Background: an optimization exercise with open tools, aiming at small area, a short achievable clock period and few clock cycles per item. Do not read the settings as production practice.
In this exercise RTL edits were held to simulation tests only and were not proved equivalent to the original.

== pepper ==
// hw2core
module hw2core (
    input  wire        clk,
    input  wire        rst,      
    input  wire        start,
    input  wire [2:0]  op,
    input  wire [31:0] a,
    input  wire [31:0] b,
    output wire        busy,
    output wire        done,
    output wire [31:0] r0,
    output wire [31:0] r1
);
Size in the first run: ~170 flip-flops, about 34000 sq um of cells after synthesis.
Settings: LEC_CHECK=0, ABC_AREA=1, CAP_MARGIN=20, CORE_MARGIN=2, CORE_UTILIZATION=40, SETUP_SLACK_MARGIN=4.2, SLEW_MARGIN=20, TNS_END_PERCENT=0; clock period 10.0 ns.
run.sh (not shown) runs the stock make flow with config.mk's settings and CLKGATE_MAP_FILE= SYNTH_SCRIPT=/design/flow/synth_recipe.tcl, a recipe that flattens the netlist after the stock synthesis.
Testbench counts of pepper, summed over its fixed seeds: cycles 4,229, items 960.
The inputs of juniper differ from those of pepper as listed below.
-- flow/config.mk --
<<< pepper, line 12
export SETUP_SLACK_MARGIN = 4.2
>>> juniper, line 12
export SETUP_SLACK_MARGIN = 4.5
<<< pepper, line 14
export TNS_END_PERCENT = 0
>>> juniper, line 14
==> comparison <==
Relative to pepper, utilization after layout has increased by 8.1 points in juniper.
From pepper to juniper the numbers moved as follows: routability congestion estimate from global placement closely matched the old numbers, reg-to-reg setup timing slack has increased, final hold slack went up 0.0089 ns.
Changes in indigo relative to juniper:
-- flow/config.mk --
<<< juniper, line 12
export SETUP_SLACK_MARGIN = 4.5
>>> indigo, line 12
export PLACE_DENSITY = 0.75
export SETUP_SLACK_MARGIN = 4
<<< juniper, line 14
>>> indigo, line 15
export TNS_END_PERCENT = 5
Notes after the runs:
- indigo ends up with a number of cells on the worst reg-to-reg path that is 4.3% higher than in juniper.
- Looking at initial antenna violation count, indigo sits 4 higher than juniper does.
- As far as overall die height is concerned, indigo and juniper perform about the same.
- juniper → indigo: count of multi-input gates roughly the same; number of instances resized during post-cts repair lower; final-layout clock buffer total roughly the same; fraction of the core area covered by cells at the end of the flow lower; number of ordinary inverters in the final layout lower.

run 1:
hw2core again, from the RTL that the note above started with.
export LEC_CHECK = 0
export ABC_AREA = 1
export CAP_MARGIN = 20
export CORE_MARGIN = 2
export CORE_UTILIZATION = 40
export SETUP_SLACK_MARGIN = 4.6
export SLEW_MARGIN = 20
export TNS_END_PERCENT = 0
create_clock -name core_clock -period 10.0 [get_ports {clk}]
Testbench counts of run 1, summed over its fixed seeds: cycles 4,229, items 960.
Modified inputs, run 2 compared to run 1
Settings: CORE_UTILIZATION: 40 -> 45; TNS_END_PERCENT: 0 -> 5; SETUP_SLACK_MARGIN: 4.6 -> 5; PLACE_DENSITY: unset -> 0.65.
Notes after the runs:
- Run 2: flow completed, timing, DRC and antenna clean
- Compared run 2 vs run 1, and smallest setup slack after layout is down in run 2.
- Row final period utilization: run 2 higher / run 1 lower
- Clock insertion delay at the later pin of the skew report: run 2 higher than run 1
- Taking run 1 as the reference, in run 2 length of routed met2 wiring fell by 820 microns, post-detailed-route DRC marker count stayed essentially flat, global placement routability congestion rose by 0.0044.
- The met3 demand-to-capacity share in global routing reported for run 2 is greater than that of run 1 by 1.4 points.
- Changes observed in run 2 relative to run 1: worst slack after detailed placement went down by 0.43 ns, utilization climbed 7.0 points, length of routed wiring on met1 went down 3.0%.
- Total I/O pin count: run 2 vs run 1 identical
### run 2 -> run 3
Settings: CORE_UTILIZATION changed from 45 to 40; PLACE_DENSITY removed (was 0.65).
### Flow results
The total area of sequential cells of run 3 and that of run 2 are within noise of each other. Post-route clock period utilization in run 3 vs run 2: down 1.5 points. Run 3 — fmax about 2.4% higher, run 2 as reference. Total track usage in run 3 is 3.9 points lower than in run 2. Comparing run 3 and run 2, the higher count of clock-buffer cells in the layout is on run 3. From run 2 to run 3 the numbers moved as follows: slew at the pin closest to its max-slew limit went down by 0.034 ns; required time of the worst setup path moved down; post-layout worst setup margin went up by 0.15 ns.
Modified inputs, run 4 compared to run 3
Settings: swapping 5 for 3.8 in SETUP_SLACK_MARGIN; swapping 5 for 0 in TNS_END_PERCENT.
--- outcome ---
Capture point of the worst path = ma_q[2]: run 3; capture point of the worst path = mbe_q[15]: run 4
Diff run 4..run 3 | fraction of synthesis flops using an asynchronous set or reset pin | negligible
The multi-input combinational cell count of run 3 and that of run 4 are within noise of each other.
Diff run 3 -> run 4: final cycle utilization of the critical path went up 1.4 points; clock period minus final worst setup slack picked up an extra 0.14 ns; final layout net count went down 1.6%.

==> what the ideal ports hide <==
The results above use ideal ports. As a check the final layouts listed here were re-extracted and re-timed, cells and wires unchanged. Step 1 sets driving cells, clkbuf_16 on the clock port and buf_2 on the other inputs (assumed; they add their load-dependent delay and slew). Step 2 also shifts input and output timing later by t, the mid clock arrival at the registers, as if the neighbouring blocks saw the same clock. Slacks: no drivers / after step 1 / after step 2; pairs: no drivers / after step 1.
run	shift t [ns]	slack for setup (ns)	worst setup path after step 2	clock arrival spread, ns	slew at the worst register clock pin (ns)
pepper	0.559	3.541 / 3.541 / 3.117	input to register	0.018 / 0.018	0.09 / 0.09
juniper	0.572	3.614 / 3.614 / 3.242	input to register	0.027 / 0.028	0.10 / 0.10
indigo	0.530	3.579 / 3.579 / 3.278	input to register	0.016 / 0.016	0.08 / 0.08
run 1	0.559	3.541 / 3.541 / 3.117	input to register	0.018 / 0.018	0.09 / 0.09
run 2	0.563	3.504 / 3.504 / 3.138	input to register	0.020 / 0.020	0.09 / 0.09
run 3	0.530	3.656 / 3.656 / 3.255	input to register	0.025 / 0.025	0.09 / 0.09
run 4	0.534	3.520 / 3.520 / 3.125	input to register	0.015 / 0.015	0.09 / 0.09
After both steps setup and hold are still met in every run listed.
